This is an optimization exercise on Yosys and OpenROAD, whose aim is small area, a short achievable clock period and few clock cycles per item, not a production implementation.
Only simulation tests tie the RTL to the original design; equivalence was not proved.

## before
Design qad_peak_note, start of the top module:
module qad_peak_note (
    input  wire        clk,
    input  wire        rst,           
    input  wire        in_valid,
    output wire        in_ready,
    input  wire [44:0] in_re,         
    input  wire [44:0] in_im,         
    input  wire [3:0]  log2n,         
    input  wire [19:0] sr,            
    output wire        out_valid,
    input  wire        out_ready,
    output wire [3:0]  code,          
    output wire [10:0] peak_bin,
    output wire [43:0] peak_mag,
    output wire [30:0] freq,          
    output wire [8:0]  note_key,      
    output wire [3:0]  note_pc,
    output wire [5:0]  note_oct,      
    output wire [15:0] note_name,     
    output wire [31:0] note_freq,     
    output wire [31:0] note_dev       
);
    localparam M  = 10;               
    localparam QW = 2 * M + 2;        
    localparam DW = 2 * M + 5;        
    localparam LB = M + 2;            
    reg         in_ready_r;
    reg         expect_first;         
    reg  [10:0] cnt;                  
    reg  [3:0]  l2n_q;
    reg  [19:0] sr_q;
    reg         acc_done;             
    reg         s1_v, s1_first, s1_last;
    reg  [44:0] s1_a, s1_b;           
    reg  [5:0]  s1_s;                 
    reg  [4:0]  s1_oh8;               
    reg  [7:0]  s1_oh1;               
    assign in_ready = in_ready_r;
    wire   in_fire  = in_valid && in_ready_r;
    wire [3:0]  cur_l2n  = expect_first ? log2n : l2n_q;
    wire [10:0] nxt_idx  = expect_first ? 11'd0 : cnt + 11'd1;
    wire [11:0] half     = 12'd1 << (cur_l2n - 4'd1);
    wire        nxt_last = ({1'b0, nxt_idx} == half - 12'd1);
    wire [43:0] y_re = in_re[43:0] ^ {44{in_re[44]}};
    wire [43:0] y_im = in_im[43:0] ^ {44{in_im[44]}};
  ...
Size: ~5600 cells after synthesis, ~1000 flip-flops, about 310 I/O pins, ~62000 um^2 of cells after synthesis.
clock: 15.0 ns
lec_check: 0
cap_margin: 20
core_margin: 2
core_utilization: 55
cts_cluster_diameter: 100
cts_cluster_size: 20
slew_margin: 20
standard.sh (not shown) runs the stock make flow with config.mk's settings and CLKGATE_MAP_FILE= SYNTH_SCRIPT=/design/flow/synth_recipe.tcl, a recipe that flattens the netlist after the stock synthesis.
==> flow/flow/run.sh <==
#!/bin/bash
# The standard layout (standard.sh, all steps), except that the buffers
# placed on the input and output ports are sky130_fd_sc_hd__buf_1 cells.
set -e
export BUFFER_PORTS_ARGS="-buffer_cell sky130_fd_sc_hd__buf_1"
bash standard.sh > standard.log 2>&1
before was carried through to the last stage, and its layout satisfied the timing, design-rule and antenna checks.
Testbench counts of before, summed over its fixed seeds: cycles 114,331, bins 108,544.
--- input diff before..after ---
diff --git a/flow/design.v b/flow/design.v
--- a/flow/design.v
+++ b/flow/design.v
@@ -51,26 +51,19 @@
     generate
         for (gi = M; gi < 44; gi = gi + 1) begin : g_lod
             assign sfx[gi] = sfx[gi + 1] | y_or[gi];
             assign top[gi] = y_or[gi] & !sfx[gi + 1];
         end
     endgenerate
     reg  [5:0]  s_in;
-    reg  [4:0]  oh8_in;               
-    reg  [7:0]  oh1_in;               
     integer i;
     always @(*) begin
-        s_in   = 6'd0;
-        oh8_in = {4'd0, !sfx[M]};
-        oh1_in = {7'd0, !sfx[M]};
-        for (i = M; i < 44; i = i + 1) begin
+        s_in = 6'd0;
+        for (i = M; i < 44; i = i + 1)
             s_in = s_in | ({6{top[i]}} & (i[5:0] - M + 6'd1));
-            oh8_in[(i - M + 1) / 8] = oh8_in[(i - M + 1) / 8] | top[i];
-            oh1_in[(i - M + 1) % 8] = oh1_in[(i - M + 1) % 8] | top[i];
-        end
     end
     reg         r_v, r_first, r_last;
     reg  [QW-1:0] r_r0, r_r1;
     reg  [5:0]  r_s;
     wire [10:0] r_idx = cnt - {10'd0, s1_v};    
     reg  [44:0] x2_a, x2_b;
     wire [M+6:0] t8_a, t8_b;
@@ -301,16 +294,16 @@
             in_ready_r <= !acc_done_nx && (!s1_v_nx || !r_v_nx || st_nx == S_RUN);
             ev_gt_q    <= ev_gt;
             {d_big, d_m1, d_p1, d_eq} <= cmp_nx;
             if (in_fire) begin
                 s1_a     <= {in_re[44], y_re};
                 s1_b     <= {in_im[44], y_im};
                 s1_s     <= s_in;
-                s1_oh8   <= oh8_in;
-                s1_oh1   <= oh1_in;
+                s1_oh8   <= 5'd1 << s_in[5:3];
+                s1_oh1   <= 8'd1 << s_in[2:0];
                 s1_first <= expect_first;
                 s1_last  <= nxt_last;
                 cnt      <= nxt_idx;
                 expect_first <= nxt_last;
                 if (expect_first) begin
                     l2n_q <= log2n;
                     sr_q  <= sr;
Per the comparison of after with before, top achievable clock speed shows an increase of about 2%, effective utilization at floorplan roughly the same, later-pin clock latency in the skew report closely matched the old numbers.
Area of the die: after higher than before
Looking at critical path depth, after sits below before.
From before to after the numbers moved as follows: reported max-cap violation count ~0 delta, estimated wirelength of the detail-placed design rose 1.8%.
Re detailed-route via count: after is about 0.9% up on before.
From before to after the numbers moved as follows: final worst setup slack picked up an extra 0.13 ns, average cell area after synthesis lost about 0.8%.
Testbench counts of after, summed over its fixed seeds: cycles 114,331, bins 108,544.

-- what the ideal ports hide --
In the flow no input, the clock included, has a driving cell. The finished layouts below were timed again as built, in two steps. Step 1, drivers: a clkbuf_16 drives clk and a buf_2 each remaining input, both assumed. Step 2 adds t to the input delays and takes it off the output delays; t is the mean of the earliest and latest rising clock arrival at the registers after step 1. Input paths then give back, and output paths get back, about the clock's delay inside the block. a / b / c = no drivers / after step 1 / after step 2; a / b = the first two.
| run | t, ns | setup slack, ns | hold WS [ns] | worst slew at a driven data input, ns |
|---|---|---|---|---|
| before | 0.776 | 8.684 / 8.744 / 7.968 | 0.412 / 0.412 / 0.412 | 0.06 |
| after | 0.777 | 8.815 / 8.865 / 8.088 | 0.405 / 0.405 / 0.405 | 0.08 |
After both steps setup and hold are still met in every run listed. For after, which loses most, drivers alone change the setup slack by +0.050 ns; drivers and shift together by -0.727 ns.
